Source: an optimization exercise on an open RTL-to-GDS flow (aim: small area). Production flows keep margins and buffers that such runs may drop.
RTL that was checked went through simulation tests only; none was proved equivalent to the original.
The RTL of run 4 was laid out without a check of its function.
Power is estimated from default activity; no workload was simulated.

### design/flow/design.v
module ppp_rx (
    input             clk,
    input             rst,
    input             in_valid,
    input      [7:0]  in_data,
    output            pay_valid,
    output     [7:0]  pay_data,
    output            rec_valid,
    output            rec_err,
    output     [31:0] rec_w0,
    output     [31:0] rec_w1,
    output     [31:0] rec_w2,
    output     [31:0] rec_w3
);
    localparam [7:0]  FLAG = 8'h7E;
    localparam [7:0]  ESC  = 8'h7D;
    localparam [11:0] L_3012 = 12'h8B8;
    function [15:0] crc16_byte(input [15:0] crc_in, input [7:0] b);
        integer k;
        reg [15:0] c;
        begin
            c = crc_in ^ {8'h00, b};
            for (k = 0; k < 8; k = k + 1)
                c = c[0] ? ((c >> 1) ^ 16'h8408) : (c >> 1);
            crc16_byte = c;
        end
    endfunction
    reg        open_q;       
    reg        esc_q;        
    reg        pay_q;        
    reg [11:0] cnt;          
    reg [11:0] lfsr;         
    reg        over;         
    reg        acq;          
    reg        ctl;          
    reg        cx0, cx1;     
    reg [7:0]  b0, b1;       
    reg [7:0]  b2, b3;       
    reg [7:0]  d0, d1;       
    reg [15:0] crc;          
    wire is_flag = in_valid && (in_data == FLAG);
    wire is_body = in_valid && open_q && (in_data != FLAG);
    wire push    = is_body && (esc_q || (in_data != ESC));
    wire [7:0] u = {in_data[7:6], in_data[5] ^ esc_q, in_data[4:0]};
    wire [2:0] cl   = cnt[2:0];
    wire       c_lt4 = (cnt[11:2] == 10'd0);
    wire       c_eq1 = c_lt4 && (cl[1:0] == 2'd1);
    wire       c_eq2 = c_lt4 && (cl[1:0] == 2'd2);
    wire       c_eq3 = c_lt4 && (cl[1:0] == 2'd3);
    wire acq_now = (b0 == 8'hFF) && (d0 == 8'h03);
    wire first = !pay_q && (((cl == 3'd3) && b0[0] && !acq_now) ||
                            ((cl == 3'd4) && !b0[0]) ||
                            ((cl == 3'd5) && b0[0]) ||
                            (cl == 3'd6));
    wire evict = pay_q || cl[2] || cl[1];
    wire emit  = push && (pay_q || first);
    wire is_ctl = !b0[0] &&
                  (((b0 == 8'hC0) && ((b1 == 8'h21) || (b1 == 8'h23))) ||
                   ((b0 == 8'h80) && ((b1 == 8'h21) || (b1 == 8'h57))));
    wire nonempty = pay_q || (cl != 3'd0) || esc_q;
    wire short = !pay_q && ((cl < 3'd3) ||
                            ((cl == 3'd3) && !b0[0]) ||
                            ((cl == 3'd4) && b0[0]) ||
                            ((cl == 3'd5) && !b0[0]));
    wire err = over || esc_q || short;
    wire        r_ac  = acq && !(!pay_q && (cl == 3'd3));
    wire        r_pc  = !ctl && b0[0];
    wire        s57   = !cx0 && cx1;
    wire [15:0] p_ctl = {1'b1, cx0, 6'd0, 1'b0, s57, !s57, s57, 1'b0, s57, cx1, 1'b1};
    wire [15:0] r_proto = ctl ? p_ctl : (b0[0] ? {8'h00, b0} : {b0, b1});
    wire [15:0] r_fcs_rx   = {d1, d0};
    wire [15:0] r_fcs_calc = ~crc;
    wire        r_fcs_ok   = (r_fcs_rx == r_fcs_calc);
    wire [15:0] len    = {b0, b1};
    wire        cv     = ctl && !c_lt4 && !err;
    wire        r_under = (len < 16'd4);
    wire        r_ovr   = (len > {4'h0, cnt});
    wire [11:0] r_end   = r_ovr ? cnt : len[11:0];
    wire [11:0] r_opt   = r_end - 12'd4;
    assign rec_valid = !rst && is_flag && open_q && nonempty;
    assign rec_err   = err;
    assign rec_w0 = err ? {24'h0, 6'b001100, over, !over && esc_q}
                        : {10'h0, cv && r_under, cv && r_ovr, cv, r_pc, r_ac,
                           r_fcs_ok, r_proto};
    assign rec_w1 = err ? 32'h0 : {r_fcs_calc, r_fcs_rx};
    assign rec_w2 = cv ? {b0, b1, b3, b2} : 32'h0;
    assign rec_w3 = {20'h0, (cv && !r_under) ? r_opt : 12'h0};
    assign pay_valid = !rst && emit;
    assign pay_data  = d0;
    always @(posedge clk) begin
        if (rst)
            open_q <= 1'b0;
        else if (is_flag)
            open_q <= 1'b1;
        if (is_flag) begin
            esc_q <= 1'b0;
            pay_q <= 1'b0;
            cnt   <= 12'd0;
            lfsr  <= 12'd0;
            over  <= 1'b0;
            ctl   <= 1'b0;
            crc   <= 16'hFFFF;
        end else if (is_body) begin
            lfsr <= {lfsr[10:0], ~(lfsr[11] ^ lfsr[5] ^ lfsr[3] ^ lfsr[0])};
            if (lfsr == L_3012)
                over <= 1'b1;
            if (push) begin
                esc_q <= 1'b0;
                d0 <= d1;
                d1 <= u;
                cnt <= first ? 12'd1 : cnt + 12'd1;
                if (first)
                    pay_q <= 1'b1;
                if (evict)
                    crc <= crc16_byte(crc, d0);
                if (!pay_q) begin
                    if (cl == 3'd3)
                        acq <= acq_now;
                    if ((cl == 3'd2) || ((cl == 3'd4) && b0[0]))
                        b0 <= d0;
                    if ((cl == 3'd3) || (cl == 3'd5))
                        b1 <= d0;
                end else begin
                    if (c_eq2) begin
                        ctl <= is_ctl;
                        cx0 <= b0[6];
                        cx1 <= b1[1];
                        if (is_ctl)
                            b0 <= d0;
                    end
                    if (c_eq3 && ctl)
                        b1 <= d0;
                    if (c_eq1)
                        b3 <= d0;
                end
                if (first)
                    b2 <= d0;
            end else begin
                esc_q <= 1'b1;
            end
        end
    end
endmodule
### design/flow/run.sh
#!/bin/bash
# synth_recipe.tcl (not shown) runs the flow's synth.tcl, then flattens the netlist and writes it again
# the make line also repeats each setting of config.mk as NAME=value (left out here)
make -C /OpenROAD-flow-scripts/flow DESIGN_CONFIG=/design/flow/config.mk WORK_HOME=/design/flow/orfs CLKGATE_MAP_FILE= SYNTH_SCRIPT=/design/flow/synth_recipe.tcl finish
### design/flow/config.mk
export PLATFORM = sky130hd
export DESIGN_NAME = ppp_rx
export DESIGN_NICKNAME = ppp_rx
export VERILOG_FILES = /design/flow/design.v
export SDC_FILE = /design/flow/constraint.sdc
export NUM_CORES = 4
export LEC_CHECK = 0
export CAP_MARGIN = 20
export CORE_MARGIN = 2
export CORE_UTILIZATION = 40
export SLEW_MARGIN = 20
### design/flow/constraint.sdc
create_clock -name core_clock -period 5.5 [get_ports {clk}]
set_input_delay 1.1000 -clock core_clock [delete_from_list [all_inputs] [get_ports {clk}]]
set_output_delay 1.1000 -clock core_clock [all_outputs]
set_load 0.01 [all_outputs]
==> results.py, run 1 <==
metrics = {
    "timing": {
        "hold-worst-slack_ns": 0.488,
        "setup_viol": 0,
        "final-max-slew-violation-count": 0,
        "rsz0062_at_grt": "no",
        "tightest_slew_ns": 0.957,
        "tns_ns": 0,
        "skew_ns": 0.00784,
        "finalCritPeriodShare_pct": 94.4,
        "worst_slack_ns": 0.309,
        "hold_violations": 0,
        "fmax_ghz": 0.193,
        "slew_headroom_pct": 36.2,
        "min_period_ns": 5.19,
    },
    "routing": {
        "met3_length_mm": 1.13,
        "postRouteAntennaNets": 0,
        "top_layer_used": "met4",
        "dr.pass1.iters": 5,
        "wire_per_inst_um": 17.4,
        "wl_met2_mm": 7.08,
        "routed-via-count": 4693,
        "post_drt_via_cell_ratio": 5.20,
        "routed_wl_mm": 15.7,
        "drc": 0,
        "drt_iter0_markers": 322,
        "wl_met1_mm": 7.27,
    },
    "global_route": {
        "track_usage_pct": 20.8,
        "first_global_vias": 4386,
        "globalRouteOverflowTotal": 0,
        "grt_pass1_wl_mm": 24.2,
        "antenna_found_initial": 0,
        "grt_max_degree": 37,
    },
    "floorplan": {
        "dieWidth_um": 123,
        "rows": 43,
        "initial_core_util_pct": 41.0,
        "ioPinCount": 150,
        "dieArea_um2": 15200,
        "die_y_um": 123,
        "core-area_um2": 13900,
    },
    "worst_setup_path": {
        "setup.worst_path.class": "reg -> out",
        "cp-end-kind": "primary output",
        "required_ns": 4.40,
        "worstSetupStartpointType": "flop",
        "path_max_fanout": 8,
        "cp.arrival_ns": 4.09,
    },
    "finish": {
        "num-fill-cells": 1305,
        "regArea_um2": 2430,
        "drive_gt1_share_pct": 8.03,
        "area_growth_pct": 27.8,
        "layoutNonFillerInstCount": 902,
        "multi_input_area_um2": 2950,
        "final_nets": 746,
        "diodes": 0,
    },
    "clock_tree": {
        "cts_made_buffers": 9,
        "clk-insertion-delay-late_ns": 0.35,
        "clock_sinks": 96,
        "root_buffer": "clkbuf_16",
        "cts_setup_buffers": 0,
        "clockBufferDepth": 2,
        "htreeDepth": 3,
        "cts_tree": "done",
        "cts.clk_slew.worst_paths_ns": 0.07,
    },
    "run_status": {
        "status": "no timing/DRC/antenna violations",
    },
    "power": {
        "pwr-share-clk_pct": 38.0,
        "fin_total_pwr_uw": 1680,
        "power.leakage_uw": 0.00275,
        "irDropWorstVdd_mv": 0.163,
        "power.switching_uw": 463,
        "p_per_area_nw_per_um2": 231,
        "p_comb_share_pct": 14.2,
        "switching_share_pct": 27.6,
        "seq_power_share_pct": 47.8,
        "p_int_uw": 1220,
    },
    "synthesis": {
        "synth_edf_count": 51,
        "ys_seq_elements": 96,
        "ys_async_sr_fraction_pct": 0,
        "synth_top_area_share_pct": 26.9,
        "synth_cell_types": 68,
        "synth.most_common_cell": "nor2_1",
        "yosys_warnings": 1,
        "netlist_area_um2": 5690,
        "yosys-top-cells-count": "68 x nor2_1, 55 x nand2_1, 53 x and2_1",
        "synthFlopType": "edfxtp_1",
        "syn_area_per_cell_um2": 9.43,
        "synth_area_leaders": "edfxtp_1 27%, dfxtp_1 16%, xnor2_1 5.9%",
        "yosysSeqAreaShare_pct": 42.8,
        "synth_cells": 603,
        "synth_top_cell_by_area": "edfxtp_1",
    },
    "place": {
        "portBuffers": 118,
        "globalplace.congestion": 0.896,
        "place_ws_ns": 0.594,
        "place_inst": 886,
        "place_hpwl_mm": 11.5,
    },
    "hold_path": {
        "hold_path.class": "reg -> reg",
    },
    "job": {
        "maxCapViolations": 0,
    },
}
[stage by stage]
stage          instance area [um2]  utilization (%)
2_1_floorplan                 5800                -
3_3_place_gp                  6960             50.2
3_5_place_dp                  6960             50.2
4_1_cts                       7270             52.4
5_1_grt                       7270             52.4
6_report                      7270             52.4
[placed cells by master, fill, tap and decap left out, drive strengths merged, types with 16 or more instances in the layout]
master,netlist,layout
nand2,55,55
clkdlybuf4s50,0,118
inv,22,27
ha,18,18
xor2,16,16
o21ai,27,27
xnor2,38,38
edfxtp,51,51
dfxtp,45,45
and2,53,53
nor2,69,69
conb,1,31
[worst max-delay path, stage by stage, from the launching register on]
cell and delay [ns]:
edfxtp_1 0.52, ha_1 0.38, nand4_1 0.18, o21bai_1 0.34, nor4b_4 0.10, nor2_2 0.24
mux2i_2 0.27, ha_1 0.26, nand3b_1 0.14, nor4_1 0.24, xor2_1 0.20, nor2_1 0.07
a211oi_2 0.21, clkdlybuf4s50_1 0.57
[power by group through the flow]
stage	logic (uW)	registers, uW	clock network (uW)
2_1_floorplan	167	808	0
3_3_place_gp	235	818	0
3_5_place_dp	237	819	0
4_1_cts	239	803	652
5_1_grt	264	807	678
6_report	239	803	638
[flip-flops by register name, summed over array words and instances (netlist names)]
| name | cells |
|---|---|
| over | 1 |
| d0 | 8 |
| esc_q | 1 |
| open_q | 1 |
| ctl | 1 |
| b2 | 8 |
| b1 | 8 |
| d1 | 8 |
| pay_q | 1 |
| b3 | 8 |
| cx1 | 1 |
| crc | 16 |
| cx0 | 1 |
| acq | 1 |
| cnt | 12 |
| b0 | 8 |
| lfsr | 12 |
[routing by layer]
layer  vias to the layer above  GRT usage, %
met5                         -             0
met4                         0          5.75
met3                        17          5.07
met2                       186          32.1
met1                      2226          29.1
li1                       2264             -
[area by class of cell]
type,count,area share (%)
clock buffers,9,3.10
clock inverters,7,1.08
inverters,22,1.14
multi-input cells,457,40.6
flip-flops and latches,96,33.4
well taps,180,3.10
repair buffers,131,17.6
[cells by family (layout without fill, tap and decap cells)]
kind of cell / count (synthesis) / after routing / synth area share (%)
and+or+nand+nor: 257 / 257 / 24.1
DFF: 96 / 96 / 42.8
AOI/OAI and AO/OA: 85 / 85 / 11.0
buffers and inverters: 80 / 169 / 7.54
xor gates and xnor gates: 54 / 54 / 8.31
adders and majority gates: 18 / 18 / 3.96
muxes: 12 / 12 / 2.20
other: 1 / 31 / 0.0659
[path summary, 6_finish.rpt]
check               endpoint  slack, ns  depth (start not counted)    from
hold / removal        open_q       0.49                          2  open_q
hold reg to reg       open_q       0.49                          2  open_q
setup / recovery  rec_w3[10]       0.31                         13   b1[7]
setup reg to reg       b1[5]       2.50                          6  cnt[4]
[timing repair]
action                     in CTS  in global routing
resized for setup               0                  1
setup endpoints to repair       0                  1
hold buffers                    0                  0
==> inputs of run 2 (changes only) <==
--- a/design/flow/config.mk
+++ b/design/flow/config.mk
@@ -7,5 +7,5 @@
 export LEC_CHECK = 0
 export CAP_MARGIN = 20
 export CORE_MARGIN = 2
-export CORE_UTILIZATION = 40
+export CORE_UTILIZATION = 70
 export SLEW_MARGIN = 20
==> run 2 against run 1 <==
Compared with the run above: via count is 11% higher; routed wire length grew 6.6%; clock power fell by 25%; critical path type unchanged.
==> results.py, run 2 <==
metrics = {
    "floorplan": {
        "dieArea_um2": 8860,
        "initial_core_util_pct": 72.9,
        "dieWidth_um": 94.2,
        "die_y_um": 94.2,
        "rows": 32,
        "core-area_um2": 7810,
        "ioPinCount": 150,
    },
    "routing": {
        "routed_wl_mm": 16.7,
        "postRouteAntennaNets": 0,
        "drc": 0,
        "wire_per_inst_um": 20.3,
        "dr.pass1.iters": 6,
        "routed-via-count": 5193,
        "post_drt_via_cell_ratio": 6.31,
        "drt_iter0_markers": 511,
    },
    "place": {
        "place_ws_ns": 0.658,
        "portBuffers": 118,
        "place_hpwl_mm": 11.2,
        "globalplace.congestion": 0.986,
    },
    "finish": {
        "final_common_cell": "clkdlybuf4s50_1",
        "reg_top3": "crc (16), cnt (12), lfsr (12)",
        "largest_register_ffs": 16,
        "largest-register": "crc",
        "final_cell_mix": "118 x clkdlybuf4s50_1, 68 x nor2_1, 55 x nand2_1",
        "final_nets": 745,
        "drive_gt1_share_pct": 7.49,
        "diodes": 0,
        "area_growth_pct": 24.0,
    },
    "synthesis": {
        "synth_top_area_share_pct": 26.9,
        "ys_async_sr_fraction_pct": 0,
        "yosys_warnings": 1,
        "yosysSeqAreaShare_pct": 42.8,
        "synth-simple-area-share_pct": 24.1,
        "synth_top_family_by_area": "simple AND/OR/NAND/NOR gates",
        "synth_top_cell_by_area": "edfxtp_1",
        "synth_cells": 603,
        "synth_edf_count": 51,
        "yosys-top-cells-count": "68 x nor2_1, 55 x nand2_1, 53 x and2_1",
        "synthAdderAreaFrac_pct": 3.96,
        "synth.most_common_cell": "nor2_1",
        "syn_area_per_cell_um2": 9.43,
        "synthFlopType": "edfxtp_1",
        "synth_compound_area_share_pct": 11.0,
        "synthMuxAreaShare_pct": 2.20,
        "synth_area_leaders": "edfxtp_1 27%, dfxtp_1 16%, xnor2_1 5.9%",
        "ys_seq_elements": 96,
        "synth_cell_types": 68,
        "synth_xor_area_share_pct": 8.31,
        "netlist_area_um2": 5690,
    },
    "worst_setup_path": {
        "slowest_stage": "edfxtp_1",
        "cp.arrival_ns": 4.17,
        "worstSetupStartpointType": "flop",
        "rr_worst_depth": 6,
        "rrSetupSlack_ns": 2.67,
        "cp-end-kind": "primary output",
        "cpPeakStageDelay_ns": 0.57,
        "cp_num_buf_inv": 1,
        "timing.rr.end": "b2[1]",
        "cpLargestDelayFamily": "simple AND/OR/NAND/NOR gates",
        "setup.worst_path.class": "reg -> out",
        "r2r-start": "cnt[0]",
        "required_ns": 4.40,
        "path_max_fanout": 7,
        "cp_cell_sequence": "ha_1 > nand4_1 > nor4_1 > a21o_1 > nor2_2 > mux2i_2 > ha_1 > nand3b_1 > nor4_1 > xor2_1 > nor2_1 > a211oi_2 > clkdlybuf4s50_1",
    },
    "hold_path": {
        "min_path_cells": 2,
        "min_to": "open_q",
        "hold_path.class": "reg -> reg",
        "min-delay-start": "open_q",
    },
    "power": {
        "irDropWorstVdd_mv": 0.186,
        "p_per_area_nw_per_um2": 218,
        "power.leakage_uw": 0.00269,
    },
    "job": {
        "maxCapViolations": 0,
    },
    "clock_tree": {
        "cts_tree": "done",
        "clk-insertion-delay-late_ns": 0.37,
        "htreeDepth": 3,
        "cts.clk_slew.worst_paths_ns": 0.10,
        "clockBufferDepth": 2,
        "cts_resized": 0,
        "clock_sinks": 96,
        "root_buffer": "clkbuf_8",
        "cts_made_buffers": 9,
    },
    "timing": {
        "rsz0062_at_grt": "no",
        "slew_headroom_pct": 34.2,
        "hold_violations": 0,
        "worst_slack_ns": 0.233,
        "skew_ns": 0.0140,
        "hold-worst-slack_ns": 0.517,
        "fmax_ghz": 0.190,
        "setup_viol": 0,
        "final-max-slew-violation-count": 0,
        "tightest_slew_ns": 0.987,
        "finalCritPeriodShare_pct": 95.8,
        "min_period_ns": 5.27,
        "tns_ns": 0,
    },
    "run_status": {
        "status": "no timing/DRC/antenna violations",
    },
    "global_route": {
        "globalRouteOverflowTotal": 0,
        "track_usage_pct": 38.1,
        "grt_max_degree": 38,
        "first_global_vias": 4981,
        "grt_pass1_wl_mm": 25.8,
        "antenna_found_initial": 0,
    },
}
## run 2: cell count changes in the layout (fill, tap and decap cells not counted), moves of 2 or more
cell and change:
clkinvlp_4 +2, clkbuf_8 +9, clkbuf_16 -9, inv_8 -3
## run 2: worst reg2reg max path, stage by stage (launching register included)
cell and delay (ns):
dfxtp_1 0.54, ha_1 0.34, ha_1 0.22, inv_1 0.06, o32a_1 0.36, or2_1 0.31
nor2_1 0.65
## run 2: how the worst max path moves through the flow
stage | from | to | slack (ns) | cells past startpoint
finish | b0[2] | rec_w3[10] | 0.23 | 13
CTS | b0[1] | rec_w3[10] | 0.23 | 13
global placement | b0[1] | rec_w3[10] | 0.80 | 13
detailed placement | b0[1] | rec_w3[10] | 0.66 | 13
global route | cnt[9] | rec_w3[10] | 0.02 | 14
floorplan | cnt[2] | rec_w3[10] | 1.15 | 15
## run 2: power by group
| group | leakage (uW) | switching, uW | total [uW] | internal, uW |
|---|---|---|---|---|
| clock | 0.0000958 | 265 | 480 | 215 |
| combinational | 0.00177 | 133 | 252 | 119 |
| sequential | 0.000828 | 34.4 | 807 | 772 |
| total | 0.00269 | 432 | 1540 | 1110 |
## run 2: what timing repair did
item                       in CTS  in global routing
setup buffers                   0                  1
hold buffers                    0                  0
setup endpoints to repair       0                  1
## run 2: final cells by class
type,count,area (um2)
multi-input cells,457,2940
flip-flops and latches,96,2430
repair buffers,130,1270
fillers,349,752
well taps,102,128
clock buffers,9,124
inverters,22,82.6
clock inverters,7,77.6
## run 2: metrics by stage
step,cells,utilization (%),total power (uW),cell area [um2]
after global routing,823,90.4,1580,7060
final,823,90.4,1540,7060
after detailed placement,806,87.7,1060,6850
after CTS,822,90.3,1530,7050
after global placement,806,87.7,1050,6850
after floorplan,633,-,975,5800
## run 2: layer usage
metal / up-vias / global-route usage [%] / share of wire (%) / wire, um
li1: 2260 / - / - / -
met1: 2451 / 46.1 / 37 / 6130
met2: 413 / 65.2 / 49 / 8220
met3: 69 / 7.46 / 10 / 1750
met4: 0 / 17.5 / 3.9 / 646
met5: - / 0 / 0 / 0
## run 2: cells by family after synthesis
kind of cell             count (synthesis)
flip-flops                              96
multiplexers                            12
other                                    1
AO/OA/AOI/OAI                           85
buffers and inverters                   80
adder cells (fa/ha/maj)                 18
AND/OR/NAND/NOR                        257
XOR/XNOR                                54
==> inputs of run 3 (changes only) <==
--- a/design/flow/config.mk
+++ b/design/flow/config.mk
@@ -7,5 +7,6 @@
 export LEC_CHECK = 0
 export CAP_MARGIN = 20
 export CORE_MARGIN = 2
-export CORE_UTILIZATION = 70
+export CORE_UTILIZATION = 60
+export CTS_BUF_LIST = sky130_fd_sc_hd__clkbuf_8
 export SLEW_MARGIN = 20
==> run 3 against run 2 <==
Compared with the run above: power is 1.8% lower; clock power is 3% lower; hold slack worse by 0.021 ns; cell count is 3.4% higher; sequential share of layout area is 0.24 points lower; synthesized area stayed put; global-route usage is 9.3 points lower; sequential cell count stayed put; first-iteration DRC count is 58% lower; utilization is 13 points lower; clock skew is 0.0061 ns higher; register-to-register slack better by 0.05 ns; critical endpoint unchanged; largest cell class unchanged.
==> results.py, run 3 <==
metrics = {
    "timing": {
        "fmax_ghz": 0.190,
        "hold_violations": 0,
        "final-max-slew-violation-count": 0,
        "slew_headroom_pct": 35.8,
        "rsz0062_at_grt": "no",
        "tns_ns": 0,
        "skew_ns": 0.0201,
        "worst_slack_ns": 0.250,
        "min_period_ns": 5.25,
        "tightest_slew_ns": 0.963,
        "setup_viol": 0,
        "finalCritPeriodShare_pct": 95.4,
    },
    "synthesis": {
        "syn_area_per_cell_um2": 9.43,
        "synth_edf_count": 51,
        "synth_area_leaders": "edfxtp_1 27%, dfxtp_1 16%, xnor2_1 5.9%",
        "synthFlopType": "edfxtp_1",
        "yosys-top-cells-count": "68 x nor2_1, 55 x nand2_1, 53 x and2_1",
        "synth_cell_types": 68,
        "netlist_area_um2": 5690,
        "yosys_warnings": 1,
        "ys_async_sr_fraction_pct": 0,
        "synth_cells": 603,
        "ys_seq_elements": 96,
        "synth_top_area_share_pct": 26.9,
        "synth.most_common_cell": "nor2_1",
        "yosysSeqAreaShare_pct": 42.8,
        "synth_top_cell_by_area": "edfxtp_1",
    },
    "routing": {
        "drc": 0,
        "routed-via-count": 4780,
        "drt_iter0_markers": 216,
        "wire_per_inst_um": 17.4,
        "post_drt_via_cell_ratio": 5.62,
        "dr.pass1.iters": 5,
        "postRouteAntennaNets": 0,
        "routed_wl_mm": 14.8,
    },
    "worst_setup_path": {
        "cp_cell_sequence": "ha_1 > a211o_1 > a211oi_4 > nor4b_4 > nor2_2 > mux2i_2 > ha_1 > nand3b_1 > nor4_1 > xor2_1 > nor2_1 > a211oi_2 > clkdlybuf4s50_1",
        "worstSetupEndpoint": "rec_w3[10]",
        "worstSetupStartpointType": "flop",
        "cp_num_buf_inv": 1,
        "r2r-start": "cnt[0]",
        "crit_top_cell": "ha_1",
        "cp-end-kind": "primary output",
        "timing.rr.end": "b2[5]",
        "cp.arrival_ns": 4.15,
        "required_ns": 4.40,
        "crit_start": "b0[1]",
        "cp.depth": 13,
        "rr_worst_depth": 6,
        "setup.worst_path.class": "reg -> out",
        "slowest_stage": "clkdlybuf4s50_1",
        "rrSetupSlack_ns": 2.72,
        "cpPeakStageDelay_ns": 0.56,
        "cpLargestDelayFamily": "simple AND/OR/NAND/NOR gates",
        "path_max_fanout": 7,
    },
    "power": {
        "power.leakage_uw": 0.00270,
        "irDropWorstVdd_mv": 0.143,
        "p_per_area_nw_per_um2": 213,
    },
    "finish": {
        "drive_gt1_share_pct": 7.89,
        "reg_top3": "crc (16), cnt (12), lfsr (12)",
        "largest-register": "crc",
        "final_common_cell": "clkdlybuf4s50_1",
        "diodes": 0,
        "num-fill-cells": 687,
        "largest_register_ffs": 16,
        "final_cell_mix": "118 x clkdlybuf4s50_1, 68 x nor2_1, 55 x nand2_1",
        "area_growth_pct": 24.9,
        "final_nets": 746,
    },
    "place": {
        "globalplace.congestion": 0.905,
        "place_hpwl_mm": 10.7,
        "portBuffers": 118,
        "place_ws_ns": 0.632,
    },
    "clock_tree": {
        "clockBufferDepth": 2,
        "cts.clk_slew.worst_paths_ns": 0.10,
        "cts_made_buffers": 9,
        "cts_tree": "done",
        "htreeDepth": 3,
        "root_buffer": "clkbuf_8",
        "clock_sinks": 96,
        "clk-insertion-delay-late_ns": 0.36,
    },
    "floorplan": {
        "initial_core_util_pct": 61.6,
        "rows": 35,
        "core-area_um2": 9240,
        "ioPinCount": 150,
        "dieArea_um2": 10300,
        "dieWidth_um": 101,
        "die_y_um": 101,
    },
    "global_route": {
        "antenna_found_initial": 0,
        "track_usage_pct": 28.8,
        "grt_max_degree": 38,
        "globalRouteOverflowTotal": 0,
        "grt_pass1_wl_mm": 23.0,
        "first_global_vias": 4518,
    },
    "run_status": {
        "status": "no timing/DRC/antenna violations",
    },
    "job": {
        "maxCapViolations": 0,
    },
    "hold_path": {
        "hold_path.class": "reg -> reg",
    },
}
[run 3: cell count changes in the layout (fill, tap and decap cells not counted), sizes merged]
cell and change:
buf +1
[run 3: where the power goes]
| group | total [uW] | leakage (uW) | internal, uW | switching (uW) |
|---|---|---|---|---|
| Combinational | 240 | 0.00178 | 119 | 121 |
| Clock | 468 | 0.0000943 | 214 | 254 |
| Sequential | 804 | 0.000828 | 772 | 31.4 |
| Total | 1510 | 0.00270 | 1110 | 407 |
[run 3: final cells by class]
type	count	area, um2	share of cell area (%)
timing repair buffer	131	1280	18.0
sequential	96	2430	34.2
clock buffer	9	124	1.74
tap	129	161	2.27
multi-input combinational	457	2950	41.5
clock inverter	7	75.1	1.06
inverter	22	82.6	1.16
[run 3: cell families after synthesis]
family	after synthesis	synth area share, %
and+or+nand+nor	257	24.1
DFF	96	42.8
AOI/OAI and AO/OA	85	11.0
buffers and inverters	80	7.54
xor gates and xnor gates	54	8.31
adders and majority gates	18	3.96
muxes	12	2.20
other	1	0.0659
[run 3: repair_timing]
action,4_1_cts,5_1_grt
hold endpoints to repair,0,0
setup endpoints to repair,0,1
hold buffers,0,0
gates resized for setup,0,1
setup buffers,0,1
[run 3: per-layer routing]
metal / vias to the layer above / track usage (%) / routed length, um
li1: 2268 / - / -
met1: 2218 / 38.8 / 6360
met2: 262 / 46.0 / 6940
met3: 32 / 7.52 / 1220
met4: 0 / 8.63 / 301
met5: - / 0 / 0
[run 3: worst min-delay path by stage]
stage                 from     end  slack (ns)  cells after the start
floorplan           open_q  open_q        0.45                      2
global placement    open_q  open_q        0.46                      2
detailed placement  open_q  open_q        0.48                      2
CTS                 open_q  open_q        0.50                      2
global route         d1[2]   d0[2]        0.53                      0
finish              open_q  open_q        0.50                      2
[run 3: through the flow]
step / std cells / power (uW) / area, um2 / utilization (%) / hold slack (ns)
floorplan: 633 / 975 / 5800 / - / 0.446
global placement: 834 / 1050 / 6890 / 74.6 / 0.460
detailed placement: 834 / 1060 / 6890 / 74.6 / 0.480
CTS: 850 / 1520 / 7090 / 76.8 / 0.502
global route: 851 / 1570 / 7100 / 76.9 / 0.535
finish: 851 / 1510 / 7100 / 76.9 / 0.496
[run 3: worst min-delay path: cells and delay by family, from the launching register on]
kind,cells,cell delay [ns]
flops,1,0.35
simple gates,2,0.12
==> inputs of run 4 (changes only) <==
--- a/design/flow/design.v
+++ b/design/flow/design.v
@@ -16,13 +16,11 @@
     localparam [7:0]  ESC  = 8'h7D;
     localparam [11:0] L_3012 = 12'h8B8;
     function [15:0] crc16_byte(input [15:0] crc_in, input [7:0] b);
-        integer k;
-        reg [15:0] c;
+        reg [7:0] x;
         begin
-            c = crc_in ^ {8'h00, b};
-            for (k = 0; k < 8; k = k + 1)
-                c = c[0] ? ((c >> 1) ^ 16'h8408) : (c >> 1);
-            crc16_byte = c;
+            x = crc_in[7:0] ^ b;
+            x = x ^ {x[3:0], 4'h0};
+            crc16_byte = {8'h00, crc_in[15:8]} ^ {x, 8'h00} ^ {5'h00, x, 3'h0} ^ {12'h000, x[7:4]};
         end
     endfunction
     reg        open_q;       
@@ -73,14 +71,14 @@
     wire        r_fcs_ok   = (r_fcs_rx == r_fcs_calc);
     wire [15:0] len    = {b0, b1};
     wire        cv     = ctl && !c_lt4 && !err;
+    wire        len_eq  = (len[15:12] == 4'h0) && (len[11:0] == cnt);
     wire        r_under = (len < 16'd4);
-    wire        r_ovr   = (len > {4'h0, cnt});
-    wire [11:0] r_end   = r_ovr ? cnt : len[11:0];
-    wire [11:0] r_opt   = r_end - 12'd4;
+    wire        r_ovr   = !len_eq;
+    wire [11:0] r_opt   = {cnt[11:2] - 10'd1, cnt[1:0]};
     assign rec_valid = !rst && is_flag && open_q && nonempty;
     assign rec_err   = err;
     assign rec_w0 = err ? {24'h0, 6'b001100, over, !over && esc_q}
-                        : {10'h0, cv && r_under, cv && r_ovr, cv, r_pc, r_ac,
+                        : {10'h0, cv && r_under, cv && !r_under && r_ovr, cv, r_pc, r_ac,
                            r_fcs_ok, r_proto};
     assign rec_w1 = err ? 32'h0 : {r_fcs_calc, r_fcs_rx};
     assign rec_w2 = cv ? {b0, b1, b3, b2} : 32'h0;
@@ -108,7 +106,8 @@
                 esc_q <= 1'b0;
                 d0 <= d1;
                 d1 <= u;
-                cnt <= first ? 12'd1 : cnt + 12'd1;
+                if (!(pay_q && !c_lt4 && len_eq))
+                    cnt <= first ? 12'd1 : cnt + 12'd1;
                 if (first)
                     pay_q <= 1'b1;
                 if (evict)
==> design/flow/flow/run.sh (new file) <==
#!/bin/bash
# The standard layout (standard.sh: the standard flow's synthesis and ORFS steps, unchanged
# scripts) with two arguments changed:
#  - port buffers are the smallest buffer (buf_1) instead of the default choice;
#  - clock tree synthesis inserts no dummy loads.
set -euo pipefail
export BUFFER_PORTS_ARGS="-buffer_cell sky130_fd_sc_hd__buf_1"
export CTS_ARGS="-sink_clustering_enable -repair_clock_nets -dont_use_dummy_load"
bash standard.sh > standard_flow.log 2>&1
==> design/flow/standard.sh (new file) <==
#!/bin/bash
# synth_recipe.tcl (not shown) runs the flow's synth.tcl, then flattens the netlist and writes it again
# the make line also repeats each setting of config.mk as NAME=value (left out here)
make -C /OpenROAD-flow-scripts/flow DESIGN_CONFIG=/design/flow/config.mk WORK_HOME=/design/flow/orfs CLKGATE_MAP_FILE= SYNTH_SCRIPT=/design/flow/synth_recipe.tcl "${@:-finish}"
--- a/design/flow/config.mk
+++ b/design/flow/config.mk
@@ -8,5 +8,4 @@
 export CAP_MARGIN = 20
 export CORE_MARGIN = 2
 export CORE_UTILIZATION = 60
-export CTS_BUF_LIST = sky130_fd_sc_hd__clkbuf_8
 export SLEW_MARGIN = 20
removed: design/flow/run.sh
==> run 4 against run 3 <==
Compared with the run above: still clean on timing, DRC and antenna; utilization is 10 points lower; cell area fell by 15%; critical path depth down 4; clock-buffer cell count unchanged; maximum frequency rose by 9.3%; first-iteration DRC count grew 32%; hold slack about the same; largest power group unchanged; highest routed layer unchanged.
==> results.py, run 4 <==
metrics = {
    "run_status": {
        "status": "no timing/DRC/antenna violations",
    },
    "routing": {
        "routed-via-count": 4600,
        "drc": 0,
        "dr.pass1.iters": 5,
        "drt_iter0_markers": 285,
        "post_drt_via_cell_ratio": 5.90,
        "wire_per_inst_um": 17.4,
        "routed_wl_mm": 13.6,
        "postRouteAntennaNets": 0,
    },
    "global_route": {
        "track_usage_pct": 26.2,
        "grt_max_degree": 50,
        "first_global_vias": 4055,
        "antenna_found_initial": 0,
        "grt_pass1_wl_mm": 20.7,
        "globalRouteOverflowTotal": 0,
    },
    "clock_tree": {
        "root_buffer": "clkbuf_8",
        "cts.clk_slew.worst_paths_ns": 0.08,
        "clk-insertion-delay-late_ns": 0.36,
        "cts_resized": 0,
        "cts_hold_buffers": 0,
        "cts_made_buffers": 9,
        "htreeDepth": 3,
        "clock_sinks": 96,
        "clockBufferDepth": 2,
        "cts_tree": "done",
        "cts_setup_buffers": 0,
    },
    "synthesis": {
        "synth_edf_count": 51,
        "netlist_area_um2": 5560,
        "synth_top_area_share_pct": 27.6,
        "ys_async_sr_fraction_pct": 0,
        "syn_area_per_cell_um2": 9.66,
        "synth_area_leaders": "edfxtp_1 28%, dfxtp_1 16%, xnor2_1 4.7%",
        "yosys-top-cells-count": "60 x nor2_1, 51 x edfxtp_1, 45 x dfxtp_1",
        "ys_seq_elements": 96,
        "synthFlopType": "edfxtp_1",
        "synth_top_cell_by_area": "edfxtp_1",
        "synth_cell_types": 62,
        "synth.most_common_cell": "nor2_1",
        "synth_cells": 575,
        "yosysSeqAreaShare_pct": 43.8,
        "yosys_warnings": 1,
    },
    "worst_setup_path": {
        "timing.rr.end": "b0[3]",
        "required_ns": 4.40,
        "cp-end-kind": "primary output",
        "worstSetupStartpointType": "flop",
        "path_max_fanout": 49,
        "rrSetupSlack_ns": 2.61,
        "cp.arrival_ns": 3.70,
        "setup.worst_path.class": "reg -> out",
        "r2r-start": "cnt[4]",
        "rr_worst_depth": 5,
    },
    "timing": {
        "skew_ns": 0.0422,
        "rsz0062_at_grt": "no",
        "hold_violations": 0,
        "setup_viol": 0,
        "hold-worst-slack_ns": 0.496,
        "tightest_slew_ns": 0.796,
        "min_period_ns": 4.80,
        "slew_headroom_pct": 46.9,
        "final-max-slew-violation-count": 0,
        "finalCritPeriodShare_pct": 87.3,
        "tns_ns": 0,
        "fmax_ghz": 0.208,
    },
    "place": {
        "place_hpwl_mm": 9.36,
        "portBuffers": 118,
        "globalplace.congestion": 0.883,
    },
    "finish": {
        "reg_top3": "crc (16), cnt (12), lfsr (12)",
        "drive_gt1_share_pct": 6.58,
        "area_growth_pct": 9.03,
        "final_common_cell": "buf_1",
        "largest-register": "crc",
        "final_cell_mix": "118 x buf_1, 60 x nor2_1, 51 x edfxtp_1",
        "diodes": 0,
        "largest_register_ffs": 16,
        "final_nets": 690,
    },
    "floorplan": {
        "core-area_um2": 9110,
        "dieWidth_um": 100,
        "die_y_um": 100,
        "ioPinCount": 150,
        "dieArea_um2": 10000,
        "rows": 35,
        "initial_core_util_pct": 61.0,
    },
    "job": {
        "maxCapViolations": 0,
    },
    "power": {
        "p_int_uw": 989,
        "seq_power_share_pct": 59.9,
        "fin_total_pwr_uw": 1340,
        "p_comb_share_pct": 13.1,
        "irDropWorstVdd_mv": 0.179,
        "p_per_area_nw_per_um2": 221,
        "switching_share_pct": 26.3,
        "power.leakage_uw": 0.00231,
        "power.switching_uw": 352,
        "pwr-share-clk_pct": 27.0,
    },
    "hold_path": {
        "min_to": "d0[7]",
        "min-delay-start": "d1[7]",
        "min_path_cells": 0,
        "hold_path.class": "reg -> reg",
    },
}
[run 4: power by group through the flow]
| stage | clock network, uW | logic [uW] | registers, uW |
|---|---|---|---|
| after floorplan | 0 | 159 | 807 |
| after global placement | 0 | 170 | 819 |
| after detailed placement | 0 | 172 | 820 |
| after CTS | 365 | 174 | 804 |
| after global routing | 391 | 196 | 807 |
| final | 362 | 176 | 804 |
[run 4: per-stage QoR]
stage	cell area [um2]	worst slack, ns	util (%)	cells
CTS	6040	0.735	66.3	779
global placement	5910	1.28	64.9	770
global route	6060	0.394	66.5	780
detailed placement	5910	1.12	64.9	770
floorplan	5670	1.89	-	605
finish	6060	0.698	66.5	780
[run 4: worst max path at each step]
stage / endpoint / start / cells after the start
finish: rec_w3[6] / cnt[2] / 9
global route: rec_w3[6] / cnt[2] / 9
detailed placement: rec_w3[6] / cnt[2] / 9
floorplan: pay_valid / in_data[1] / 6
CTS: rec_w3[6] / cnt[2] / 9
global placement: rec_w3[6] / cnt[2] / 9
[run 4: cell families after synthesis]
group	synth area share [%]
other	0.0675
muxes	3.83
xor gates and xnor gates	8.51
AOI/OAI and AO/OA	12.1
buffers and inverters	8.33
and+or+nand+nor	21.5
DFF	43.8
adders and majority gates	1.80
[run 4: critical path, stage by stage (launching register included)]
cell and delay [ns]:
dfxtp_1 0.69, inv_1 0.26, ha_1 0.28, a21oi_1 0.26, o221a_2 0.28, o211a_1 0.31, buf_4 0.39, nand3_1 0.45
a21oi_1 0.25, buf_1 0.17
[run 4: routing by layer]
| metal | part of all wire (%) | routed length (um) | vias up | track usage (%) |
|---|---|---|---|---|
| li1 | - | - | 2192 | - |
| met1 | 44 | 5960 | 2152 | 37.7 |
| met2 | 47 | 6340 | 243 | 41.3 |
| met3 | 8.2 | 1110 | 13 | 3.97 |
| met4 | 1.1 | 153 | 0 | 7.80 |
| met5 | 0 | 0 | - | 0 |
[run 4: cell type report]
class                      count  area, um2
inverter                      15       56.3
tap                          111        139
sequential                    96       2430
clock buffer                   9        124
multi-input combinational    423       2800
timing repair buffer         126        510
fill                         789       3050
==> inputs of run 5 (changes only) <==
--- a/design/flow/design.v
+++ b/design/flow/design.v
@@ -14,7 +14,7 @@
 );
     localparam [7:0]  FLAG = 8'h7E;
     localparam [7:0]  ESC  = 8'h7D;
-    localparam [11:0] L_3012 = 12'h8B8;
+    localparam [11:0] L_3012 = 12'h60E;
     function [15:0] crc16_byte(input [15:0] crc_in, input [7:0] b);
         reg [7:0] x;
         begin
@@ -65,7 +65,7 @@
     wire        r_pc  = !ctl && b0[0];
     wire        s57   = !cx0 && cx1;
     wire [15:0] p_ctl = {1'b1, cx0, 6'd0, 1'b0, s57, !s57, s57, 1'b0, s57, cx1, 1'b1};
-    wire [15:0] r_proto = ctl ? p_ctl : (b0[0] ? {8'h00, b0} : {b0, b1});
+    wire [15:0] r_proto = ctl ? p_ctl : {b0[0] ? 8'h00 : b0, b1};
     wire [15:0] r_fcs_rx   = {d1, d0};
     wire [15:0] r_fcs_calc = ~crc;
     wire        r_fcs_ok   = (r_fcs_rx == r_fcs_calc);
@@ -99,7 +99,7 @@
             ctl   <= 1'b0;
             crc   <= 16'hFFFF;
         end else if (is_body) begin
-            lfsr <= {lfsr[10:0], ~(lfsr[11] ^ lfsr[5] ^ lfsr[3] ^ lfsr[0])};
+            lfsr <= {lfsr[10:0], ~(lfsr[11] ^ lfsr[0])};
             if (lfsr == L_3012)
                 over <= 1'b1;
             if (push) begin
@@ -115,9 +115,11 @@
                 if (!pay_q) begin
                     if (cl == 3'd3)
                         acq <= acq_now;
-                    if ((cl == 3'd2) || ((cl == 3'd4) && b0[0]))
+                    if ((cl == 3'd2) || ((cl == 3'd4) && b0[0])) begin
                         b0 <= d0;
-                    if ((cl == 3'd3) || (cl == 3'd5))
+                        b1 <= d0;
+                    end
+                    if (((cl == 3'd3) || (cl == 3'd5)) && !b0[0])
                         b1 <= d0;
                 end else begin
                     if (c_eq2) begin
==> run 5 against run 4 <==
Compared with the run above: register-to-register slack better by 0.07 ns; largest power group unchanged; still clean; largest cell class unchanged; utilization increased by 1.3 points; worst setup slack better by 0.15 ns; clock power is essentially flat; critical path type unchanged; maximum frequency up 3.2%; routed wire length decreased by 1.0%; cell area shrank 1.4%; die area decreased by 1.1%; sequential power decreased by 0.9%; highest routed layer unchanged; synthesized area decreased by 1.1%.
==> results.py, run 5 <==
metrics = {
    "worst_setup_path": {
        "worstSetupEndpoint": "rec_w0[17]",
        "crit_start": "cnt[2]",
        "setup.worst_path.class": "reg -> out",
        "rrSetupSlack_ns": 2.68,
        "worstSetupStartpointType": "flop",
        "path_max_fanout": 22,
        "r2r-start": "d0[2]",
        "timing.rr.end": "b2[6]",
        "cp.arrival_ns": 3.55,
        "cp-end-kind": "primary output",
        "rr_worst_depth": 4,
        "required_ns": 4.40,
    },
    "clock_tree": {
        "cts_made_buffers": 9,
        "root_buffer": "clkbuf_8",
        "htreeDepth": 3,
        "cts_tree": "done",
        "clockBufferDepth": 2,
        "clk-insertion-delay-late_ns": 0.37,
        "cts_setup_buffers": 0,
        "cts_resized": 0,
        "cts.clk_slew.worst_paths_ns": 0.09,
        "clock_sinks": 96,
        "cts_hold_buffers": 0,
    },
    "floorplan": {
        "core-area_um2": 8810,
        "rows": 34,
        "ioPinCount": 150,
        "dieWidth_um": 99.7,
        "initial_core_util_pct": 62.4,
        "dieArea_um2": 9940,
        "die_y_um": 99.7,
    },
    "timing": {
        "finalCritPeriodShare_pct": 84.6,
        "final-max-slew-violation-count": 0,
        "hold-worst-slack_ns": 0.496,
        "slew_headroom_pct": 24.8,
        "worst_slack_ns": 0.847,
        "fmax_ghz": 0.215,
        "skew_ns": 0.0424,
        "rsz0062_at_grt": "no",
        "tightest_slew_ns": 1.12,
        "hold_violations": 0,
        "setup_viol": 0,
        "min_period_ns": 4.65,
        "tns_ns": 0,
    },
    "global_route": {
        "globalRouteOverflowTotal": 0,
        "grt_pass1_wl_mm": 21.4,
        "track_usage_pct": 27.3,
        "grt_max_degree": 49,
        "antenna_found_initial": 0,
        "first_global_vias": 4084,
    },
    "routing": {
        "dr.pass1.iters": 5,
        "routed-via-count": 4507,
        "drc": 0,
        "postRouteAntennaNets": 0,
        "routed_wl_mm": 13.4,
        "post_drt_via_cell_ratio": 5.83,
        "drt_iter0_markers": 347,
        "wire_per_inst_um": 17.4,
    },
    "power": {
        "pwr-share-clk_pct": 24.8,
        "power.switching_uw": 445,
        "seq_power_share_pct": 54.2,
        "switching_share_pct": 30.2,
        "p_int_uw": 1030,
        "power.leakage_uw": 0.00228,
        "irDropWorstVdd_mv": 0.189,
        "p_per_area_nw_per_um2": 246,
        "p_comb_share_pct": 21.0,
        "fin_total_pwr_uw": 1470,
    },
    "synthesis": {
        "synthFlopType": "edfxtp_1",
        "synth_top_area_share_pct": 27.9,
        "synth-simple-area-share_pct": 21.6,
        "synth_top_family_by_area": "simple AND/OR/NAND/NOR gates",
        "synthAdderAreaFrac_pct": 1.82,
        "synth_area_leaders": "edfxtp_1 28%, dfxtp_1 16%, and3_1 4.7%",
        "ys_async_sr_fraction_pct": 0,
        "synth_edf_count": 51,
        "synth.most_common_cell": "nor2_1",
        "syn_area_per_cell_um2": 9.59,
        "synth_cells": 573,
        "yosys-top-cells-count": "62 x nor2_1, 51 x edfxtp_1, 45 x dfxtp_1",
        "synthMuxAreaShare_pct": 3.69,
        "ys_seq_elements": 96,
        "synth_xor_area_share_pct": 8.29,
        "netlist_area_um2": 5490,
        "synth_top_cell_by_area": "edfxtp_1",
        "yosys_warnings": 1,
        "yosysSeqAreaShare_pct": 44.3,
        "synth_compound_area_share_pct": 11.5,
        "synth_cell_types": 56,
    },
    "finish": {
        "diodes": 0,
        "final_cell_mix": "118 x buf_1, 62 x nor2_1, 51 x edfxtp_1",
        "num-fill-cells": 743,
        "largest-register": "crc",
        "post-route-util_pct": 67.8,
        "final_common_cell": "buf_1",
        "reg_top3": "crc (16), cnt (12), lfsr (12)",
        "final_nets": 686,
        "drive_gt1_share_pct": 4.96,
        "area_growth_pct": 8.70,
        "largest_register_ffs": 16,
    },
    "place": {
        "globalplace.congestion": 0.883,
        "portBuffers": 118,
        "place_hpwl_mm": 9.57,
        "place_ws_ns": 1.34,
    },
    "job": {
        "maxCapViolations": 0,
    },
    "hold_path": {
        "hold_path.class": "reg -> reg",
        "min_path_cells": 2,
    },
    "run_status": {
        "status": "no timing/DRC/antenna violations",
    },
}
run 5: cell types whose count changed after synthesis, moves of 5 or more:
cell / before / now
nand3_1: 7 / 13
nand4_1: 14 / 7
o21ai_0: 12 / 17
or4_1: 0 / 5
clkbuf_1: 30 / 24
run 5: logic make-up after synthesis:
| family | count (synthesis) |
|---|---|
| adders and majority gates | 8 |
| xor gates and xnor gates | 52 |
| other | 1 |
| buffers and inverters | 88 |
| and+or+nand+nor | 224 |
| DFF | 96 |
| AOI/OAI and AO/OA | 84 |
| muxes | 20 |
run 5: per-layer routing:
layer / vias up / global-route usage [%] / wire [um]
met5: - / 0 / 0
met4: 0 / 7.69 / 196
met3: 19 / 5.13 / 1030
met2: 222 / 43.0 / 6190
met1: 2101 / 38.8 / 6010
li1: 2165 / - / -
run 5: critical path: stages (launching register included):
cell	delay (ns)
dfxtp_1	0.66
inv_1	0.24
ha_1	0.29
a21oi_1	0.23
o211ai_1	0.23
a211oi_4	0.54
clkinv_1	0.30
buf_4	0.29
a211oi_1	0.20
buf_1	0.22
run 5: area by class of cell:
class,instances,area (um2),share of cell area (%)
Multi-Input combinational cell,419,2720,45.6
Tap cell,108,135,2.26
Clock buffer,9,124,2.07
Inverter,16,60.1,1.01
Sequential cell,96,2430,40.7
Timing Repair Buffer,125,495,8.30
run 5: stage by stage:
step | std cells | cell area (um2)
finish | 773 | 5970
detailed placement | 764 | 5850
global placement | 764 | 5850
CTS | 773 | 5970
global route | 773 | 5970
floorplan | 603 | 5610
run 5: how the worst min path moves through the flow:
stage	startpoint	slack, ns	end
finish	open_q	0.50	open_q
global route	d1[6]	0.53	d0[6]
CTS	d1[7]	0.50	d0[7]
detailed placement	d1[7]	0.48	d0[7]
global placement	open_q	0.46	open_q
floorplan	open_q	0.45	open_q
run 5: power by group through the flow:
stage / Sequential, uW / Clock [uW] / Combinational [uW]
2_1_floorplan: 801 / 0 / 249
3_3_place_gp: 812 / 0 / 299
3_5_place_dp: 813 / 0 / 306
4_1_cts: 797 / 367 / 308
5_1_grt: 801 / 390 / 343
6_report: 797 / 364 / 310
==> inputs of run 6 (changes only) <==
--- a/design/flow/flow/run.sh
+++ b/design/flow/flow/run.sh
@@ -5,5 +5,5 @@
 #  - clock tree synthesis inserts no dummy loads.
 set -euo pipefail
 export BUFFER_PORTS_ARGS="-buffer_cell sky130_fd_sc_hd__buf_1"
-export CTS_ARGS="-sink_clustering_enable -repair_clock_nets -dont_use_dummy_load"
+export CTS_ARGS="-sink_clustering_enable -repair_clock_nets -dont_use_dummy_load -buf_list sky130_fd_sc_hd__clkbuf_8 -sink_clustering_size 32 -sink_clustering_max_diameter 300"
 bash standard.sh > standard_flow.log 2>&1
==> design/flow/config.mk (replaced) <==
export PLATFORM = sky130hd
export DESIGN_NAME = ppp_rx
export DESIGN_NICKNAME = ppp_rx
export VERILOG_FILES = /design/flow/design.v
export SDC_FILE = /design/flow/constraint.sdc
export NUM_CORES = 4
export LEC_CHECK = 0
export CAP_MARGIN = 10
export CORE_MARGIN = 2
export CORE_UTILIZATION = 70
export SLEW_MARGIN = 10
==> run 6 against run 5 <==
Compared with the run above: critical path depth stayed put; critical endpoint is now rec_w3[6]; combinational power about the same; synthesized area is the same; power down 0.47%; routed wire length about the same; clock skew is 0.0053 ns higher; still clean; global-route usage up 3.9 points; die area fell by 14%; cell area fell by 0.25%; utilization grew 10 points; register-to-register slack got worse by 0.06 ns; sequential share of layout area up 0.10 points.
==> results.py, run 6 <==
metrics = {
    "global_route": {
        "globalRouteOverflowTotal": 0,
        "antenna_found_initial": 0,
        "track_usage_pct": 31.2,
        "grt_max_degree": 58,
        "first_global_vias": 4128,
        "grt_pass1_wl_mm": 20.8,
    },
    "finish": {
        "area_growth_pct": 8.43,
        "reg_top3": "crc (16), cnt (12), lfsr (12)",
        "final_nets": 685,
        "layoutNonFillerInstCount": 766,
        "drive_gt1_share_pct": 4.82,
        "regArea_um2": 2430,
        "final_cell_mix": "118 x buf_1, 62 x nor2_1, 51 x edfxtp_1",
        "largest_register_ffs": 16,
        "final_common_cell": "buf_1",
        "largest-register": "crc",
        "multi_input_area_um2": 2720,
        "num-fill-cells": 517,
        "diodes": 0,
    },
    "routing": {
        "routed_wl_mm": 13.4,
        "drt_iter0_markers": 369,
        "routed-via-count": 4624,
        "wire_per_inst_um": 17.5,
        "drc": 0,
        "post_drt_via_cell_ratio": 6.04,
        "postRouteAntennaNets": 0,
        "dr.pass1.iters": 5,
    },
    "worst_setup_path": {
        "rrSetupSlack_ns": 2.62,
        "r2r-start": "d0[2]",
        "cpPeakStageDelay_ns": 0.64,
        "path_max_fanout": 57,
        "rr_worst_depth": 4,
        "cp-end-kind": "primary output",
        "setup.worst_path.class": "reg -> out",
        "slowest_stage": "dfxtp_1",
        "cp_cell_sequence": "inv_1 > ha_1 > a21oi_1 > o211ai_1 > a211oi_4 > buf_4 > nand3_1 > a21oi_1 > buf_1",
        "timing.rr.end": "b2[0]",
        "crit_top_cell": "a21oi_1",
        "cp.arrival_ns": 3.65,
        "worstSetupStartpointType": "flop",
        "required_ns": 4.40,
    },
    "hold_path": {
        "min_to": "open_q",
        "min-delay-start": "open_q",
        "hold_path.class": "reg -> reg",
        "min_path_cells": 2,
    },
    "synthesis": {
        "synthFlopType": "edfxtp_1",
        "synth_top_cell_by_area": "edfxtp_1",
        "yosys_warnings": 1,
        "ys_async_sr_fraction_pct": 0,
        "ys_seq_elements": 96,
        "synth.most_common_cell": "nor2_1",
        "synth_cells": 573,
        "synth_top_area_share_pct": 27.9,
        "yosys-top-cells-count": "62 x nor2_1, 51 x edfxtp_1, 45 x dfxtp_1",
        "yosysSeqAreaShare_pct": 44.3,
        "netlist_area_um2": 5490,
        "synth_edf_count": 51,
        "syn_area_per_cell_um2": 9.59,
        "synth_area_leaders": "edfxtp_1 28%, dfxtp_1 16%, and3_1 4.7%",
        "synth_cell_types": 56,
    },
    "place": {
        "portBuffers": 118,
        "place_hpwl_mm": 9.32,
        "place_inst": 757,
        "place_ws_ns": 1.23,
        "globalplace.congestion": 0.899,
    },
    "clock_tree": {
        "htreeDepth": 3,
        "cts_made_buffers": 9,
        "clk-insertion-delay-late_ns": 0.37,
        "cts.clk_slew.worst_paths_ns": 0.08,
        "root_buffer": "clkbuf_8",
        "cts_hold_buffers": 0,
        "clockBufferDepth": 2,
        "clock_sinks": 96,
        "cts_resized": 0,
        "cts_tree": "done",
        "cts_setup_buffers": 0,
    },
    "floorplan": {
        "initial_core_util_pct": 71.8,
        "ioPinCount": 150,
        "dieArea_um2": 8570,
        "rows": 32,
        "die_y_um": 92.6,
        "core-area_um2": 7650,
        "dieWidth_um": 92.6,
    },
    "timing": {
        "slew_headroom_pct": 23.2,
        "skew_ns": 0.0477,
        "final-max-slew-violation-count": 0,
        "fmax_ghz": 0.210,
        "min_period_ns": 4.75,
        "setup_viol": 0,
        "tightest_slew_ns": 1.15,
        "hold_violations": 0,
        "worst_slack_ns": 0.746,
        "rsz0062_at_grt": "no",
        "tns_ns": 0,
        "finalCritPeriodShare_pct": 86.4,
    },
    "power": {
        "irDropWorstVdd_mv": 0.200,
        "p_per_area_nw_per_um2": 246,
        "power.leakage_uw": 0.00228,
    },
    "job": {
        "maxCapViolations": 0,
    },
    "run_status": {
        "status": "no timing/DRC/antenna violations",
    },
}
[run 6: changes by cell type in the layout (fill, tap and decap cells not counted), sizes merged]
cell	delta
buf	-1
[run 6: cells by family (layout without fill, tap and decap cells)]
group / count (synthesis) / count (layout) / synth area share, %
adders and majority gates: 8 / 8 / 1.82
and+or+nand+nor: 224 / 224 / 21.6
AOI/OAI and AO/OA: 84 / 84 / 11.5
DFF: 96 / 96 / 44.3
other: 1 / 31 / 0.0683
buffers and inverters: 88 / 149 / 8.82
muxes: 20 / 20 / 3.69
xor gates and xnor gates: 52 / 52 / 8.29
[run 6: through the flow]
stage	hold WS (ns)	util (%)	total power (uW)	instance area, um2
2_1_floorplan	0.446	-	1050	5610
3_3_place_gp	0.459	76.3	1110	5830
3_5_place_dp	0.469	76.3	1120	5830
4_1_cts	0.492	77.9	1460	5960
5_1_grt	0.503	77.9	1530	5960
6_report	0.488	77.9	1460	5960
[run 6: cell type report]
| cell class | instances | area share (%) |
|---|---|---|
| inverter | 16 | 1.01 |
| tap | 102 | 2.14 |
| sequential | 96 | 40.8 |
| timing repair buffer | 124 | 8.19 |
| multi-input combinational | 419 | 45.7 |
| clock buffer | 9 | 2.08 |
[run 6: worst max-delay path by stage]
stage / cells past startpoint / to / slack (ns) / from
6_report: 9 / rec_w3[6] / 0.75 / cnt[2]
5_1_grt: 9 / rec_w3[6] / 0.47 / cnt[2]
3_5_place_dp: 9 / rec_w3[6] / 1.23 / cnt[2]
3_3_place_gp: 9 / rec_w3[6] / 1.40 / cnt[2]
2_1_floorplan: 4 / rec_valid / 1.98 / in_data[7]
4_1_cts: 9 / rec_w3[6] / 0.83 / cnt[2]
[run 6: power breakdown]
part           leakage, uW  internal (uW)  switching [uW]
clock network    0.0000647            147             211
logic              0.00139            110             199
registers         0.000827            768            29.5
total              0.00228           1020             439
[run 6: worst max-delay path, delay by kind of cell (launching register included)]
kind                     cells  cell delay (ns)
flip-flops                   1             0.64
AND/OR/NAND/NOR              1             0.50
buffers and inverters        3             0.83
adder cells (fa/ha/maj)      1             0.28
AO/OA/AOI/OAI                4             1.03
[run 6: layer usage]
| metal | part of all wire, % | wire length, um | GRT usage [%] |
|---|---|---|---|
| met1 | 41 | 5510 | 41.6 |
| met2 | 47 | 6330 | 51.3 |
| met3 | 9.3 | 1250 | 5.21 |
| met4 | 2.5 | 332 | 12.2 |
| met5 | 0 | 0 | 0 |
==> inputs of run 7 (changes only) <==
==> design/flow/flow/run.sh (replaced) <==
#!/bin/bash
# The standard layout (standard.sh: the standard flow's synthesis and ORFS steps, unchanged
# scripts) with two arguments changed:
#  - port buffers are the smallest buffer (buf_1) instead of the default choice;
#  - clock tree synthesis inserts no dummy loads.
set -euo pipefail
export BUFFER_PORTS_ARGS="-buffer_cell sky130_fd_sc_hd__buf_1"
export CTS_ARGS="-sink_clustering_enable -repair_clock_nets -dont_use_dummy_load -buf_list sky130_fd_sc_hd__clkbuf_8"
bash standard.sh > standard_flow.log 2>&1
==> run 7 against run 6 <==
Compared with the run above: still clean on timing, DRC and antenna; clock power is essentially flat; global-route usage is the same; critical path depth is the same; power is the same; clock skew is the same; non-clock buffer count is the same; worst setup slack is the same.
==> results.py, run 7 <==
metrics = {
    "hold_path": {
        "hold_path.class": "reg -> reg",
    },
    "finish": {
        "largest-register": "crc",
        "area_growth_pct": 8.43,
        "largest_register_ffs": 16,
        "final_cell_mix": "118 x buf_1, 62 x nor2_1, 51 x edfxtp_1",
        "final_nets": 685,
        "final_common_cell": "buf_1",
        "drive_gt1_share_pct": 4.82,
        "reg_top3": "crc (16), cnt (12), lfsr (12)",
        "diodes": 0,
        "final_area_um2": 5960,
        "layoutNonFillerInstCount": 766,
        "num-fill-cells": 517,
        "post-route-util_pct": 77.9,
    },
    "clock_tree": {
        "cts_resized": 0,
        "root_buffer": "clkbuf_8",
        "htreeDepth": 3,
        "cts_hold_buffers": 0,
        "cts_tree": "done",
        "clock_sinks": 96,
        "cts_made_buffers": 9,
        "clk-insertion-delay-late_ns": 0.37,
        "cts.clk_slew.worst_paths_ns": 0.08,
        "cts_setup_buffers": 0,
        "clockBufferDepth": 2,
    },
    "global_route": {
        "grt_max_degree": 58,
        "globalRouteOverflowTotal": 0,
        "first_global_vias": 4128,
        "grt_pass1_wl_mm": 20.8,
        "antenna_found_initial": 0,
        "track_usage_pct": 31.2,
    },
    "floorplan": {
        "dieWidth_um": 92.6,
        "die_y_um": 92.6,
        "ioPinCount": 150,
        "dieArea_um2": 8570,
        "rows": 32,
        "initial_core_util_pct": 71.8,
        "core-area_um2": 7650,
    },
    "synthesis": {
        "synth_edf_count": 51,
        "synth.most_common_cell": "nor2_1",
        "ys_seq_elements": 96,
        "synth_area_leaders": "edfxtp_1 28%, dfxtp_1 16%, and3_1 4.7%",
        "synth_xor_area_share_pct": 8.29,
        "synth_top_area_share_pct": 27.9,
        "synth-simple-area-share_pct": 21.6,
        "ys_async_sr_fraction_pct": 0,
        "synthAdderAreaFrac_pct": 1.82,
        "yosys-top-cells-count": "62 x nor2_1, 51 x edfxtp_1, 45 x dfxtp_1",
        "netlist_area_um2": 5490,
        "synth_cell_types": 56,
        "yosys_warnings": 1,
        "synth_compound_area_share_pct": 11.5,
        "synth_top_family_by_area": "simple AND/OR/NAND/NOR gates",
        "synth_top_cell_by_area": "edfxtp_1",
        "yosysSeqAreaShare_pct": 44.3,
        "synthFlopType": "edfxtp_1",
        "synth_cells": 573,
        "synthMuxAreaShare_pct": 3.69,
        "syn_area_per_cell_um2": 9.59,
    },
    "power": {
        "p_per_area_nw_per_um2": 246,
        "p_comb_share_pct": 21.1,
        "irDropWorstVdd_mv": 0.200,
        "power.switching_uw": 439,
        "power.leakage_uw": 0.00228,
        "switching_share_pct": 30.0,
        "seq_power_share_pct": 54.5,
        "pwr-share-clk_pct": 24.4,
        "p_int_uw": 1020,
    },
    "routing": {
        "post_drt_via_cell_ratio": 6.04,
        "routed-via-count": 4624,
        "routed_wl_mm": 13.4,
        "wire_per_inst_um": 17.5,
        "dr.pass1.iters": 5,
        "postRouteAntennaNets": 0,
        "drc": 0,
        "drt_iter0_markers": 369,
    },
    "timing": {
        "tightest_slew_ns": 1.15,
        "tns_ns": 0,
        "final-max-slew-violation-count": 0,
        "rsz0062_at_grt": "no",
        "min_period_ns": 4.75,
        "fmax_ghz": 0.210,
        "hold_violations": 0,
        "slew_headroom_pct": 23.2,
        "setup_viol": 0,
        "finalCritPeriodShare_pct": 86.4,
        "skew_ns": 0.0477,
    },
    "place": {
        "globalplace.congestion": 0.899,
        "placed_area_um2": 5830,
        "place_inst": 757,
        "place_hpwl_mm": 9.32,
        "portBuffers": 118,
    },
    "worst_setup_path": {
        "required_ns": 4.40,
        "crit_top_cell": "a21oi_1",
        "cp-end-kind": "primary output",
        "cp.arrival_ns": 3.65,
        "setup.worst_path.class": "reg -> out",
        "slowest_stage": "dfxtp_1",
        "cp_num_buf_inv": 3,
        "worstSetupStartpointType": "flop",
        "cpLargestDelayFamily": "compound AO/OA/AOI/OAI gates",
        "cp_cell_sequence": "inv_1 > ha_1 > a21oi_1 > o211ai_1 > a211oi_4 > buf_4 > nand3_1 > a21oi_1 > buf_1",
        "path_max_fanout": 57,
        "cpPeakStageDelay_ns": 0.64,
    },
    "job": {
        "maxCapViolations": 0,
    },
    "run_status": {
        "status": "no timing/DRC/antenna violations",
    },
}
## run 7: cell counts in the layout (fill, tap and decap cells not counted)
Identical to the previous run, type by type.
## run 7: worst paths after layout
| check | startpoint | endpoint | slack, ns | cells after the start |
|---|---|---|---|---|
| worst max-delay path | cnt[2] | rec_w3[6] | 0.75 | 9 |
| worst min-delay path | open_q | open_q | 0.49 | 2 |
| worst max register to register | d0[2] | b2[0] | 2.62 | 4 |
| worst min register to register | open_q | open_q | 0.49 | 2 |
## run 7: final cells by class
cell class                      count  area, um2  area share, %
Tap cell                          102        128           2.14
Sequential cell                    96       2430           40.8
Multi-Input combinational cell    419       2720           45.7
Timing Repair Buffer              124        488           8.19
Inverter                           16       60.1           1.01
Clock buffer                        9        124           2.08
## run 7: routing by layer
layer  track usage (%)  vias up  part of all wire, %
li1                  -     2153                    -
met2              51.3      290                   47
met5                 0        -                    0
met1              41.6     2143                   41
met4              12.2        0                  2.5
met3              5.21       38                  9.3
## run 7: power by group through the flow
stage               Combinational, uW  Clock (uW)  Sequential, uW
global route                      341         383             801
finish                            309         358             797
global placement                  294           0             812
detailed placement                302           0             813
floorplan                         249           0             801
CTS                               305         362             797
## run 7: worst min-delay path, cell delays in order, from the launching register on
cell	delay [ns]
dfxtp_1	0.34
nor2_1	0.05
nor2_1	0.07
## run 7: kinds of logic after synthesis
group           Yosys count
simple gates            224
flops                    96
buf+inv                  88
compound gates           84
xor+xnor                 52
mux                      20
fa+ha+maj                 8
other cells               1
## run 7: through the flow
step	hold slack, ns	total power [uW]	setup slack (ns)
2_1_floorplan	0.446	1050	1.98
3_3_place_gp	0.459	1110	1.40
3_5_place_dp	0.469	1120	1.23
4_1_cts	0.492	1460	0.828
5_1_grt	0.503	1530	0.471
6_report	0.488	1460	0.746

==> re-timing with driven ports <==
Ports are ideal in the flow. The routed layouts listed here were re-timed in OpenROAD. Step 1 assumes that a clkbuf_16 drives the clock port and a buf_2 every other input. Step 2 also shifts input and output timing later by t, the mid clock arrival at the registers, as if the neighbouring blocks saw the same clock. Slacks: ideal / step 1 / step 2; pairs: ideal / step 1.
| run | t, ns | setup WS [ns] | hold slack, ns | worst register clock-pin slew, ns | cell pins on the clock port's net |
|---|---|---|---|---|---|
| run 1 | 0.386 | 0.309 / 0.270 / 0.656 | 0.488 / 0.488 / 0.488 | 0.08 / 0.08 | 1 |
| run 2 | 0.397 | 0.233 / 0.199 / 0.596 | 0.517 / 0.517 / 0.517 | 0.10 / 0.10 | 1 |
| run 3 | 0.388 | 0.250 / 0.217 / 0.605 | 0.496 / 0.496 / 0.496 | 0.11 / 0.11 | 1 |
| run 4 | 0.375 | 0.698 / 0.666 / 1.041 | 0.496 / 0.496 / 0.496 | 0.11 / 0.11 | 1 |
| run 5 | 0.385 | 0.847 / 0.813 / 1.198 | 0.496 / 0.496 / 0.496 | 0.12 / 0.12 | 1 |
| run 6 | 0.371 | 0.746 / 0.716 / 1.087 | 0.488 / 0.488 / 0.488 | 0.10 / 0.10 | 1 |
| run 7 | 0.371 | 0.746 / 0.716 / 1.087 | 0.488 / 0.488 / 0.488 | 0.10 / 0.10 | 1 |
After both steps setup and hold are still met in every run listed.
